What follows belongs to an exercise in optimizing a design on an open flow for small area, a short achievable clock period and few clock cycles per item; a production flow would make more cautious choices.
Only simulation tests tie the RTL to the original design; equivalence was not proved.
No activity file was given, so power comes from the tool's default toggle rates.

## lane 1
## rtp_h264_depkt32
module rtp_h264_depkt32 (
    input  wire        clk,
    input  wire        rst,
    input  wire        cfg_strict_f,
    input  wire        cfg_zero_byte,
    input  wire        in_valid,
    output wire        in_ready,
    input  wire [31:0] in_data,
    input  wire [2:0]  in_cnt,
    input  wire        in_last,
    output wire        out_valid,
    input  wire        out_ready,
    output wire [31:0] out_data,
    output wire [2:0]  out_cnt,
    output wire        res_valid,
    output wire [2:0]  res_cause,
    output wire [4:0]  res_flags
);
    depkt_core core (
        .clk(clk), .rst(rst),
        .cfg_strict_f(cfg_strict_f), .cfg_zero_byte(cfg_zero_byte),
        .in_valid(in_valid), .in_ready(in_ready), .in_data(in_data), .in_cnt(in_cnt),
        .in_last(in_last),
        .out_valid(out_valid), .out_ready(out_ready), .out_data(out_data), .out_cnt(out_cnt),
        .res_valid(res_valid), .res_cause(res_cause), .res_flags(res_flags)
    );
endmodule
For scale: roughly 88 I/O pins, about 4300 sq um of cells after synthesis.
export LEC_CHECK = 0
export ABC_AREA = 1
export CAP_MARGIN = 20
export CORE_MARGIN = 2
export CORE_UTILIZATION = 40
export SETUP_SLACK_MARGIN = 3.5
export SLEW_MARGIN = 20
create_clock -name core_clock -period 7.0 [get_ports {clk}]
standard.sh (not shown) runs the stock make flow with config.mk's settings and CLKGATE_MAP_FILE= SYNTH_SCRIPT=/design/flow/synth_recipe.tcl, a recipe that flattens the netlist after the stock synthesis.
==> flow/flow/run.sh <==
#!/bin/bash
set -euo pipefail
export BUFFER_PORTS_ARGS="-buffer_cell sky130_fd_sc_hd__buf_4"
bash standard.sh > standard.log 2>&1
Lane 1: flow completed, timing, DRC and antenna clean
Testbench counts of lane 1, summed over its fixed seeds: cycles 48,649, in bytes 177,094.
For lane 2, these inputs were changed with respect to lane 1:
- changing SETUP_SLACK_MARGIN from 3.5 to 2
Notes after the runs:
- Looking at cell type of the slowest stage on the worst timing path, the sky130_fd_sc_hd__nor3b_4 result is from lane 1; the sky130_fd_sc_hd__nor3b_1 one comes from lane 2.
- Lane 2 vs. lane 1: cell count of the worst reg-to-reg path lower, global-route usage lower, total power draw lower, detailed-route via count lower.
- Against lane 1, shortest clock period the worst path allows after layout in lane 2 came out worse.
Setup changes, lane 2 to lane 3
==> flow/flow/run.sh <==
#!/bin/bash
# The standard layout (standard.sh) with two changes:
#  - ABC maps for area (map -a) in synthesis: ORFS's scripts are copied and
#    their abc_area.script replaced with flow/abc_area.script (ABC_AREA is
#    set in config.mk); synthesis is otherwise the standard flow's own, so the registers
#    and their names are the standard synthesis's;
#  - the port buffers are buf_2 cells instead of the default delay buffers.
# The make output goes to standard.log; each step's log is under orfs/logs.
set -euo pipefail
rm -rf scripts_abc
cp -r "$FLOW_HOME/scripts" scripts_abc
cp flow/abc_area.script scripts_abc/abc_area.script
export SCRIPTS_DIR="$PWD/scripts_abc"
export BUFFER_PORTS_ARGS="-buffer_cell sky130_fd_sc_hd__buf_2"
bash standard.sh > standard.log 2>&1
==> flow/flow/abc_area.script (new file) <==
strash
dch
map -a
topo
stime -c
buffer -c
upsize -c
dnsize -c
### Flow results
Power: lane 3 better than lane 2. Compare lane 2 and lane 3 | clock power lower: lane 2. Of lane 2 and lane 3, the higher endpoint arrival time on the critical path belongs to lane 3. Summary — multi-input gate share of the layout cell area, lane 3 relative to lane 2: lower, by 1.9 points.
Here is what was changed in the inputs of lane 4 compared with lane 3.
==> flow/flow/run.sh <==
#!/bin/bash
set -euo pipefail
export BUFFER_PORTS_ARGS="-buffer_cell sky130_fd_sc_hd__buf_1"
bash standard.sh > standard.log 2>&1
removed: flow/flow/abc_area.script
==> comparison <==
The final reports for lane 4 and lane 3 show slack of the worst reg-to-reg path higher in the former.
On count of cell types in the netlist: between lane 4 and lane 3, it ends up higher for lane 4.
Comparing lane 4 and lane 3, the higher placed instance area was measured on lane 4.
Compared with lane 3, lane 4 shows a utilization that is 1.4 points lower.
Lane 4 vs lane 3 on proportion of layout cells with a drive suffix above 1: lane 4 is the lower one.
Routed wire in lane 4 totals more than in lane 3.
When lane 4 is set beside lane 3, its number of inverters outside the clock class in the layout turns out to be 11 smaller.
Final cell area: lane 4 above lane 3
The inputs of lane 5 differ from those of lane 4 as listed below.
==> flow/flow/run.sh <==
#!/bin/bash
set -euo pipefail
export BUFFER_PORTS_ARGS="-buffer_cell sky130_fd_sc_hd__buf_2"
bash standard.sh > standard.log 2>&1
--- outcome ---
Of lane 5 and lane 4, lane 5 shows the lower routed metal-1 wire length, with lane 4 above it. Relative to lane 4, share of total power consumed by net switching has increased by 0.47 points in lane 5. Looking only at final critical-path share of the clock period, and setting everything else aside, the lower value of lane 5 and lane 4 goes to lane 5. Looking at final design instance area without fill, lane 5 sits above lane 4. Shortest clock period the worst path allows after layout: lane 5 vs lane 4 down 250 ps. [compare] base=lane 4 new=lane 5: slew at the pin with the worst max-slew slack decreased by 11 ps relative to the old numbers; logic gate share of total power increased by 2.9 points relative to the old numbers; hold buffer count at cts closely matched the old numbers; total length of routed wires decreased by 120 um relative to the old numbers.


rtp_h264_depkt32, a different RTL version from the one above (not shown whole).
For scale: ~590 cells after synthesis, ~38 flip-flops, ~4000 um^2 of cells after synthesis.
==> flow/config.mk <==
export PLATFORM = sky130hd
export DESIGN_NAME = rtp_h264_depkt32
export DESIGN_NICKNAME = rtp_h264_depkt32
export VERILOG_FILES = /design/flow/design.v
export SDC_FILE = /design/flow/constraint.sdc
export NUM_CORES = 4
export LEC_CHECK = 0
export ABC_AREA = 1
export CAP_MARGIN = 20
export CORE_MARGIN = 2
export CORE_UTILIZATION = 25
export SETUP_SLACK_MARGIN = 2.9
export SLEW_MARGIN = 20
==> flow/constraint.sdc <==
create_clock -name core_clock -period 7.0 [get_ports {clk}]
set_input_delay 1.4000 -clock core_clock [delete_from_list [all_inputs] [get_ports {clk}]]
set_output_delay 1.4000 -clock core_clock [all_outputs]
set_load 0.01 [all_outputs]
==> flow/flow/run.sh <==
#!/bin/bash
# The standard layout (standard.sh) with two changes:
#  - ABC maps for area (map -a) in synthesis: ORFS's scripts are copied and
#    their abc_area.script replaced with flow/abc_area.script (ABC_AREA is
#    set in config.mk); synthesis is otherwise the standard flow's own, so the registers
#    and their names are the standard synthesis's;
#  - the port buffers are buf_2 cells instead of the default delay buffers.
# The make output goes to standard.log; each step's log is under orfs/logs.
set -euo pipefail
rm -rf scripts_abc
cp -r "$FLOW_HOME/scripts" scripts_abc
cp flow/abc_area.script scripts_abc/abc_area.script
export SCRIPTS_DIR="$PWD/scripts_abc"
export BUFFER_PORTS_ARGS="-buffer_cell sky130_fd_sc_hd__buf_2"
bash standard.sh > standard.log 2>&1
==> flow/flow/abc_area.script <==
strash
dch
map -a
topo
stime -c
buffer -c
upsize -c
dnsize -c
The baseline finished clean.
Testbench counts at the start, summed over its fixed seeds: cycles 48,649, in bytes 177,094.
Edit:
CORE_UTILIZATION = 40   (was 25)
SETUP_SLACK_MARGIN = 3.0   (was 2.9)
Result:
- worst setup slack gains 0.045 ns
- core utilization rises by 19 points
- cell area falls by 1.8%
- die area falls by about 36%
- routed wire length falls by 2.3%
- clock power falls by 39%

==> static timing again, ports no longer ideal <==
No port has a modelled driver above. Below, the same layouts with a new extraction and two added sets of constraints. Step 1: set_driving_cell puts a clkbuf_16 on clk and a buf_2 on each other input, an assumption about the parent block. Step 2 moves the port delays by t, midway between the first and last clock arrival at a register: inputs arrive t later, outputs are due t later. That takes back most of the time a late clock gives input paths. Slacks: ideal ports / drivers / drivers and shift; pairs: ideal ports / drivers.
run | shift t [ns] | setup WS [ns] | clock arrival spread, ns | worst slew at a driven data input, ns | pins driven straight from the clock port
lane 1 | 0.329 | 3.151 / 3.086 / 3.086 | 0.008 / 0.008 | 0.07 | 1
lane 2 | 0.324 | 2.962 / 2.935 / 2.935 | 0.008 / 0.008 | 0.04 | 1
lane 3 | 0.321 | 2.481 / 2.459 / 2.459 | 0.012 / 0.012 | 0.03 | 1
lane 4 | 0.338 | 2.608 / 2.581 / 2.581 | 0.012 / 0.012 | 0.05 | 1
lane 5 | 0.324 | 2.855 / 2.833 / 2.833 | 0.010 / 0.009 | 0.04 | 1
the first run of note 2 | 0.333 | 2.917 / 2.866 / 2.866 | 0.011 / 0.010 | 0.05 | 1
the second run of note 2 | 0.330 | 2.962 / 2.925 / 2.925 | 0.010 / 0.010 | 0.07 | 1
After both steps every run listed still meets setup and hold. For lane 1, which loses most, drivers alone change the setup slack by -0.065 ns; drivers and shift together by -0.065 ns.
